From an optimization exercise on the open Yosys and OpenROAD flow, aimed at small area, a short achievable clock period and few clock cycles; shortcuts taken in it are not production practice. RTL that was checked went through simulation tests only; none was proved equivalent to the original.

## build 37
==> flow/design.v (excerpt) <==
module crc_memchk (
    input  wire        clk,
    input  wire        rst,            
    input  wire        cmd_valid,
    output wire        cmd_ready,
    input  wire [31:0] cmd_word,
    input  wire [31:0] cmd_addr,
    input  wire [31:0] cmd_len,
    input  wire [31:0] cmd_ref,
    output wire        mem_req,
    output wire        mem_space,      
    output wire [31:0] mem_addr,
    input  wire        mem_gnt,
    input  wire        mem_rvalid,
    input  wire [15:0] mem_rdata,
    output reg         rsp_valid,
    output reg         rsp_err,
    output reg         rsp_mismatch,
    output wire [31:0] rsp_result,
    output reg         crc_fault
);
Settings: LEC_CHECK=0, CAP_MARGIN=20, CORE_MARGIN=2, CORE_UTILIZATION=40, PLACE_DENSITY=0.6, SETUP_SLACK_MARGIN=3.0, SLEW_MARGIN=20; clock period 6.0 ns.
standard.sh (not shown) runs the stock make flow with config.mk's settings and CLKGATE_MAP_FILE= SYNTH_SCRIPT=/design/flow/synth_recipe.tcl, a recipe that flattens the netlist after the stock synthesis.
==> flow/flow/run.sh <==
#!/bin/bash
# The standard layout, with every port buffered by the smallest buffer
# (sky130_fd_sc_hd__buf_1) instead of the delay cell the default picks;
# the repair steps resize these buffers where timing needs it.
set -euo pipefail
export BUFFER_PORTS_ARGS="-buffer_cell sky130_fd_sc_hd__buf_1"
bash standard.sh > standard.log 2>&1
Build 37 completed; timing, DRC and antenna clean
[inputs] build 10 vs build 37
Settings: SETUP_SLACK_MARGIN changed from 3.0 to 3.6.
==> flow/run.sh (new file) <==
#!/bin/bash
# synth_recipe.tcl (not shown) runs the flow's synth.tcl, then flattens the netlist and writes it again
# the make line also repeats each setting of config.mk as NAME=value (left out here)
make -C /OpenROAD-flow-scripts/flow DESIGN_CONFIG=/design/flow/config.mk WORK_HOME=/design/flow/orfs CLKGATE_MAP_FILE= SYNTH_SCRIPT=/design/flow/synth_recipe.tcl finish
removed: flow/flow/run.sh
removed: flow/standard.sh
Notes after the runs:
When build 10 is measured against build 37, its filler cell count in the final layout turns out 4.0% lower. Delta (build 10 minus build 37): largest net degree at the start of global routing now sits lower; wire length now sits higher; final clock period utilization by the worst path now sits lower; biggest fanout along the worst timing path now sits lower. [build 10 vs build 37] buffer count excluding the clock tree in the final layout: higher in build 10. The leading cell type in the layout, fill and taps excluded comes out xnor2_1 in one run and buf_1 in the other, namely in build 10 and build 37 respectively. Length of routed met3 wiring, build 10 and build 37: higher on build 10. Cmp build 10 and build 37 / final cell area excluding filler cells / higher: build 10. Number of stages on the worst hold path: build 37 vs build 10 identical.
Inputs modified between build 10 and build 85:
==> flow/flow/run.sh (new file) <==
#!/bin/bash
# The standard layout, with every port buffered by the smallest buffer
# (sky130_fd_sc_hd__buf_1) instead of the delay cell the default picks;
# the repair steps resize these buffers where timing needs it.
set -euo pipefail
export BUFFER_PORTS_ARGS="-buffer_cell sky130_fd_sc_hd__buf_1"
bash standard.sh > standard.log 2>&1
==> flow/standard.sh (new file) <==
#!/bin/bash
# synth_recipe.tcl (not shown) runs the flow's synth.tcl, then flattens the netlist and writes it again
# the make line also repeats each setting of config.mk as NAME=value (left out here)
make -C /OpenROAD-flow-scripts/flow DESIGN_CONFIG=/design/flow/config.mk WORK_HOME=/design/flow/orfs CLKGATE_MAP_FILE= SYNTH_SCRIPT=/design/flow/synth_recipe.tcl "${@:-finish}"
removed: flow/run.sh
Build 85 vs. build 10: placed cell count saw little to no change, non-clock buffer instance count of the final layout saw a decrease, final routed wire length divided by cell count saw a decrease.
Via count (build 85 vs. build 10) decreases by a few percent
On clock period minus final worst setup slack: build 85 sits above build 10.
Core utilization: build 85 lower than build 10
Smallest setup slack after layout (build 85 over build 10): decrease, 16 ps
Function was not checked in any run of this note: the RTL went through the layout flow alone.

* * *

Another version of the RTL of crc_memchk (not shown whole).
For scale: ~790 cells after synthesis.
clock: 6.0 ns
lec_check: 0
cap_margin: 20
core_margin: 2
core_utilization: 60
cts_buf_list: sky130_fd_sc_hd__clkbuf_8
place_density: 0.75
setup_slack_margin: 3.4
slew_margin: 20
==> flow/flow/run.sh <==
#!/bin/bash
# The standard layout, with every port buffered by the smallest buffer
# (sky130_fd_sc_hd__buf_1) instead of the delay cell the default picks;
# the repair steps resize these buffers where timing needs it.
set -euo pipefail
export BUFFER_PORTS_ARGS="-buffer_cell sky130_fd_sc_hd__buf_1"
bash standard.sh > standard.log 2>&1
Testbench counts at the start, summed over its fixed seeds: cycles 52,207.
==> next run, changes <==
- CORE_UTILIZATION: 60 -> 75
- PLACE_DENSITY: 0.75 -> 0.85
- SETUP_SLACK_MARGIN: 3.4 -> 3.6
Result: The new run died in global routing. Area after synthesis is unchanged. Synthesized cell count stays the same.

* * *

== amber ==
crc_memchk again, from the RTL that the note above started with.
==> flow/config.mk <==
export PLATFORM = sky130hd
export DESIGN_NAME = crc_memchk
export DESIGN_NICKNAME = crc_memchk
export VERILOG_FILES = /design/flow/design.v
export SDC_FILE = /design/flow/constraint.sdc
export NUM_CORES = 4
export LEC_CHECK = 0
export CAP_MARGIN = 20
export CORE_MARGIN = 2
export CORE_UTILIZATION = 60
export CTS_BUF_LIST = sky130_fd_sc_hd__clkbuf_8
export PLACE_DENSITY = 0.75
export SETUP_SLACK_MARGIN = 3.5
export SLEW_MARGIN = 20
==> flow/constraint.sdc <==
create_clock -name core_clock -period 6.0 [get_ports {clk}]
set_input_delay 1.2000 -clock core_clock [delete_from_list [all_inputs] [get_ports {clk}]]
set_output_delay 1.2000 -clock core_clock [all_outputs]
set_load 0.01 [all_outputs]
Scripts as last shown in full above: flow/flow/run.sh
Testbench counts of amber, summed over its fixed seeds: cycles 52,207.
Input-level comparison between xenon and amber:
- PLACE_DENSITY now 0.6, was 0.75
- SETUP_SLACK_MARGIN now 3.6, was 3.5
- CORE_UTILIZATION now 40, was 60
Results
| cell count | lower: amber |. Looking only at final design instance area without fill, and setting everything else aside, the lower value of amber and xenon goes to amber. Compared with amber, in xenon width of the chip rose by about 22%; routed wire length rose by 10%. Compared with amber, non-clock buffer count in xenon increased by more than 10%. The lower via count of the first global-routing pass came out of xenon. [compare] base=amber new=xenon: cell depth of the worst min-delay path now sits at about the same level, final critical-path setup slack now sits higher, final period demand of the worst path now sits lower.
## Diff of input files: nickel against xenon
- CORE_UTILIZATION changed from 40 to 60
- PLACE_DENSITY changed from 0.6 to 0.75
Findings:
Wire: nickel routes less than xenon. Against xenon, nickel comes in 3 higher on non-clock buffer count. nickel against xenon: core utilization up 24 points; overall die width down about 18%. xenon reports its timing startpoint of the critical path as sp while nickel reports q[7].
Modified inputs, quartz compared to nickel
- setting CTS_CLUSTER_SIZE to 50 for the first time
- setting CTS_CLUSTER_DIAMETER to 150 for the first time
Re area growth from synthesis to layout: no difference whatsoever between quartz and nickel. quartz vs. nickel: utilization was more or less identical.
[inputs] fjord vs quartz
- GPL_TIMING_DRIVEN: unset -> 0
- SETUP_SLACK_MARGIN: 3.6 -> 3.5
- CTS_CLUSTER_SIZE: 50 -> unset
- CTS_CLUSTER_DIAMETER: 150 -> unset
Results
Each of the runs, namely quartz and fjord, reached the end of the flow and came out clean.
Measured against each other, quartz and fjord differ in met2 wire length, the higher figure coming from fjord.
fjord against quartz; met3 wire length is down slightly.
Total cell area at the placement stage (higher): fjord
fjord has arrival time reported for the critical path endpoint above what quartz had.
Delta (fjord minus quartz): via count grew by about 1.6%; area fraction of clock buffers and clock inverters now larger; core utilization now smaller.
Against quartz, fjord reports a worst setup slack that is lower.

* * *

rev 12:
The RTL this note starts from:
==> flow/design.v <==
module crc_memchk (
    input  wire        clk,
    input  wire        rst,            
    input  wire        cmd_valid,
    output wire        cmd_ready,
    input  wire [31:0] cmd_word,
    input  wire [31:0] cmd_addr,
    input  wire [31:0] cmd_len,
    input  wire [31:0] cmd_ref,
    output wire        mem_req,
    output wire        mem_space,      
    output wire [31:0] mem_addr,
    input  wire        mem_gnt,
    input  wire        mem_rvalid,
    input  wire [15:0] mem_rdata,
    output reg         rsp_valid,
    output reg         rsp_err,
    output reg         rsp_mismatch,
    output wire [31:0] rsp_result,
    output reg         crc_fault
);
    function [31:0] crc32_16;           
        input [31:0] r;
        input [15:0] w;
        integer k;
        begin
            crc32_16 = r ^ {16'd0, w};
            for (k = 0; k < 16; k = k + 1)
                crc32_16 = crc32_16[0] ? ((crc32_16 >> 1) ^ 32'hEDB88320) : (crc32_16 >> 1);
        end
    endfunction
    function [15:0] crc16_16;           
        input [15:0] r;
        input [15:0] w;
        integer k;
        begin
            crc16_16 = r ^ w;
            for (k = 0; k < 16; k = k + 1)
                crc16_16 = crc16_16[15] ? ({crc16_16[14:0], 1'b0} ^ 16'h1021)
                                        : {crc16_16[14:0], 1'b0};
        end
    endfunction
    localparam [31:0] Q32_ODD = ~32'hF0958FD9;
    reg         idle;         
    reg         chk_ph;       
    reg         rd;           
    reg         req;
    reg  [1:0]  infl;         
    reg         fin;          
    reg  [15:0] a;            
    reg  [15:0] n;            
    reg  [31:0] ref_val;
    reg         sp, w32, chk;
    reg         hdr_ok;       
    reg  [7:0]  d_hi, d_lo;   
    reg         ph;           
    reg         dv, dlast;
    reg  [31:0] q;            
    assign cmd_ready  = idle;
    assign mem_req    = req;
    assign mem_space  = sp;
    assign mem_addr   = {16'd0, a};
    assign rsp_result = q;
    wire [7:0] op       = cmd_word[7:0];
    wire       op_known = (op == 8'h01) || (op == 8'h02) ||
                          (op == 8'h11) || (op == 8'h12);
    wire       in_ok    = op_known && (cmd_word[31:9] == 23'd0) &&
                          (cmd_addr[31:16] == 16'd0) && (cmd_len[31:16] == 16'd0);
    wire [16:0] c_end    = {1'b0, a} + {1'b0, n};
    wire        range_ok = sp ? (c_end <= 17'h00800)
                              : (!a[0] && !n[0] && (c_end <= 17'h08000));
    wire        cmd_ok   = hdr_ok && range_ok;
    wire [15:0] words    = sp ? n : {1'b0, n[15:1]};
    wire        nonempty = (n != 16'd0);
    wire       grant   = req && mem_gnt;
    wire       n_one   = (n == 16'd1);
    wire       rd_next = chk_ph ? (cmd_ok && nonempty) : (rd && !(grant && n_one));
    wire [1:0] infl_next = infl + {1'b0, grant} - {1'b0, mem_rvalid};
    reg [31:0] q_next;
    always @* begin
        if (w32)
            q_next = ~crc32_16(~q, {d_hi, d_lo});
        else
            q_next = {16'd0, crc16_16(q[15:0], {d_lo, d_hi})};
    end
    wire mismatch = chk && (q != ref_val);
    always @(posedge clk) begin
        if (chk_ph) begin
            d_hi <= 8'd0;
        end else if (mem_rvalid) begin
            d_hi <= sp ? mem_rdata[7:0] : mem_rdata[15:8];
            d_lo <= sp ? d_hi : mem_rdata[7:0];
        end
        if (idle) begin
            a       <= cmd_addr[15:0];
            n       <= cmd_len[15:0];
            ref_val <= cmd_ref;
            sp      <= cmd_word[8];
            w32     <= cmd_word[1];
            chk     <= cmd_word[4];
            hdr_ok  <= in_ok;
        end else if (chk_ph) begin
            n <= words;
        end else if (grant) begin
            a <= a + (sp ? 16'd1 : 16'd2);
            n <= n - 16'd1;
        end
        if (chk_ph)
            q <= (w32 && sp && n[0]) ? Q32_ODD : 32'd0;
        else if (dv)
            q <= q_next;
        if (rst) begin
            idle         <= 1'b1;
            chk_ph       <= 1'b0;
            rd           <= 1'b0;
            req          <= 1'b0;
            infl         <= 2'd0;
            ph           <= 1'b0;
            fin          <= 1'b0;
            dv           <= 1'b0;
            dlast        <= 1'b0;
            rsp_valid    <= 1'b0;
            rsp_err      <= 1'b0;
            rsp_mismatch <= 1'b0;
            crc_fault    <= 1'b0;
        end else begin
            dv    <= mem_rvalid && (ph || !sp);
            ph    <= chk_ph ? n[0] : (ph ^ mem_rvalid);
            dlast <= mem_rvalid && !rd && (infl == 2'd1);
            rd    <= rd_next;
            req   <= (req && !mem_gnt) || (rd_next && (infl_next != 2'd3));
            infl  <= infl_next;
            chk_ph <= idle && cmd_valid;
            fin   <= (chk_ph && cmd_ok && !nonempty) || (dv && dlast);
            rsp_valid <= fin || (chk_ph && !cmd_ok);
            rsp_err   <= !fin;
            rsp_mismatch <= mismatch;
            if (fin && mismatch)
                crc_fault <= 1'b1;
            if (idle)
                idle <= !cmd_valid;
            else if ((chk_ph && (!cmd_ok || !nonempty)) || (dv && dlast))
                idle <= 1'b1;
        end
    end
endmodule
clock: 6.0 ns
lec_check: 0
cap_margin: 20
core_margin: 2
core_utilization: 40
place_density: 0.6
setup_slack_margin: 3.0
slew_margin: 20
run.sh (not shown) runs the stock make flow with config.mk's settings and CLKGATE_MAP_FILE= SYNTH_SCRIPT=/design/flow/synth_recipe.tcl, a recipe that flattens the netlist after the stock synthesis.
Stock flow here: none of the scripts above is used.
The inputs of rev 13 differ from those of rev 12 as listed below.
--- a/flow/config.mk
+++ b/flow/config.mk
@@ -11,3 +11,3 @@
 export PLACE_DENSITY = 0.6
-export SETUP_SLACK_MARGIN = 3.0
+export SETUP_SLACK_MARGIN = 3.6
 export SLEW_MARGIN = 20
### Flow results
- Detailed route, rev 13 vs rev 12: via total higher for rev 13
- From rev 12 to rev 13 the numbers moved as follows: detailed-routed wire length on met2 rose 3100 microns, number of cells on the critical path went down 1, design area up 0.0025 sq mm, post-layout worst setup margin now sits higher, wire length has increased.
Function was not checked in any run of this note: the RTL went through the layout flow alone.

* * *

== run A ==
Another version of the RTL of crc_memchk (not shown whole).
Size: roughly 220 I/O pins, about 8800 sq um of cells after synthesis.
clock: 6.0 ns
lec_check: 0
cap_margin: 20
core_margin: 2
core_utilization: 60
place_density: 0.75
setup_slack_margin: 3.6
slew_margin: 20
standard.sh (not shown) runs the stock make flow with config.mk's settings and CLKGATE_MAP_FILE= SYNTH_SCRIPT=/design/flow/synth_recipe.tcl, a recipe that flattens the netlist after the stock synthesis.
Scripts as last shown in full above: flow/flow/run.sh
Per the final summary, run A finished and its layout is clean on timing, DRC and antenna.
What run B does differently from run A at the input level:
# run A
export LEC_CHECK = 0
export CAP_MARGIN = 20
export CORE_MARGIN = 2
export CORE_UTILIZATION = 60
export PLACE_DENSITY = 0.75
export SETUP_SLACK_MARGIN = 3.6
export SLEW_MARGIN = 20
create_clock -name core_clock -period 6.0 [get_ports {clk}]
# run B
export LEC_CHECK = 0
export CAP_MARGIN = 20
export CORE_MARGIN = 2
export CORE_UTILIZATION = 60
export CTS_BUF_LIST = sky130_fd_sc_hd__clkbuf_8
export PLACE_DENSITY = 0.75
export SETUP_SLACK_MARGIN = 3.6
export SLEW_MARGIN = 20
create_clock -name core_clock -period 6.0 [get_ports {clk}]
Notes after the runs:
As far as overall global routing resource usage is concerned, run A and run B perform about the same. Run B vs. run A: setup slack shrank by 0.044 ns; average vias per placed instance held steady.
No functional check of the RTL was part of any run of this note.

* * *

crc_memchk, a different RTL version from the one above (not shown whole).
Size: roughly 800 cells after synthesis, about 220 I/O pins, roughly 8900 um2 of cells after synthesis.
export LEC_CHECK = 0
export CAP_MARGIN = 20
export CORE_MARGIN = 2
export CORE_UTILIZATION = 40
export PLACE_DENSITY = 0.6
export SETUP_SLACK_MARGIN = 3.9
export SLEW_MARGIN = 20
create_clock -name core_clock -period 6.0 [get_ports {clk}]
Scripts as last shown in full above: flow/flow/run.sh
The starting point finished with timing, DRC and antenna clean.
Testbench counts at the start, summed over its fixed seeds: cycles 52,207.
Rerun with:
Settings changed: CTS_BUF_LIST set to sky130_fd_sc_hd__clkbuf_8, SETUP_SLACK_MARGIN 3.9 to 3.6.
Worst setup slack got worse by 27 ps. Clock skew stays flat. Final area came out lower by about 20%. Count of clock-buffer cells in the layout grows by 1. Via count decreases by about 11%. Routed wire length fell by about 18%. Sequential share of layout area rises by 6.7 points. Sequential cell count stays the same. Utilization falls by 12 points.
Rerun with:
Settings changed: CTS_BUF_LIST sky130_fd_sc_hd__clkbuf_8 to unset.
The new run completed without violations.
Worst hold slack is about the same.
Setup slack is better by 27 ps.
Wire length came out lower slightly.
Clock skew drops by 5.4 ps.
Maximum frequency grows slightly.

## static timing again, ports no longer ideal
How much do the figures lean on ideal ports? The routed layouts below were timed once more, with nothing changed but the port constraints. Step 1, drivers: a clkbuf_16 drives clk and a buf_2 each remaining input, both assumed. Step 2, shift: input delay + t, output delay - t, t = (earliest + latest rising clock arrival at the registers) / 2. This alone moves slack from input paths to output paths. Slacks: ideal ports / drivers / drivers and shift; pairs: ideal ports / drivers.
| run | t (ns) | setup WS [ns] | worst setup path after step 2 | worst register clock-pin slew, ns |
|---|---|---|---|---|
| build 37 | 0.477 | 3.189 / 3.189 / 2.880 | input to register | 0.07 / 0.07 |
| build 10 | 0.473 | 3.417 / 3.417 / 3.327 | input to register | 0.07 / 0.07 |
| build 85 | 0.479 | 3.401 / 3.401 / 3.274 | input to register | 0.07 / 0.07 |
| the first run of note 2 | 0.502 | 3.496 / 3.457 / 3.246 | input to register | 0.09 / 0.09 |
| amber | 0.488 | 3.550 / 3.511 / 3.188 | input to register | 0.08 / 0.08 |
| xenon | 0.489 | 3.561 / 3.521 / 3.297 | input to register | 0.09 / 0.09 |
| nickel | 0.504 | 3.576 / 3.533 / 3.224 | input to register | 0.08 / 0.08 |
| quartz | 0.504 | 3.576 / 3.533 / 3.224 | input to register | 0.08 / 0.08 |
| fjord | 0.487 | 3.521 / 3.482 / 3.147 | input to register | 0.08 / 0.08 |
| rev 12 | 0.466 | 2.945 / 2.945 / 2.654 | input to register | 0.06 / 0.06 |
| rev 13 | 0.475 | 2.970 / 2.970 / 2.910 | input to register | 0.07 / 0.07 |
| run A | 0.464 | 3.594 / 3.557 / 3.208 | input to register | 0.06 / 0.06 |
| run B | 0.494 | 3.549 / 3.527 / 3.220 | input to register | 0.09 / 0.09 |
| the first run of note 6 | 0.470 | 3.622 / 3.576 / 3.375 | input to register | 0.07 / 0.07 |
| the second run of note 6 | 0.494 | 3.595 / 3.592 / 3.237 | input to register | 0.09 / 0.09 |
| the third run of note 6 | 0.464 | 3.623 / 3.579 / 3.262 | input to register | 0.06 / 0.06 |
After both steps every run listed still meets setup and hold. For run A, which loses most, drivers alone change the setup slack by -0.037 ns; drivers and shift together by -0.386 ns.
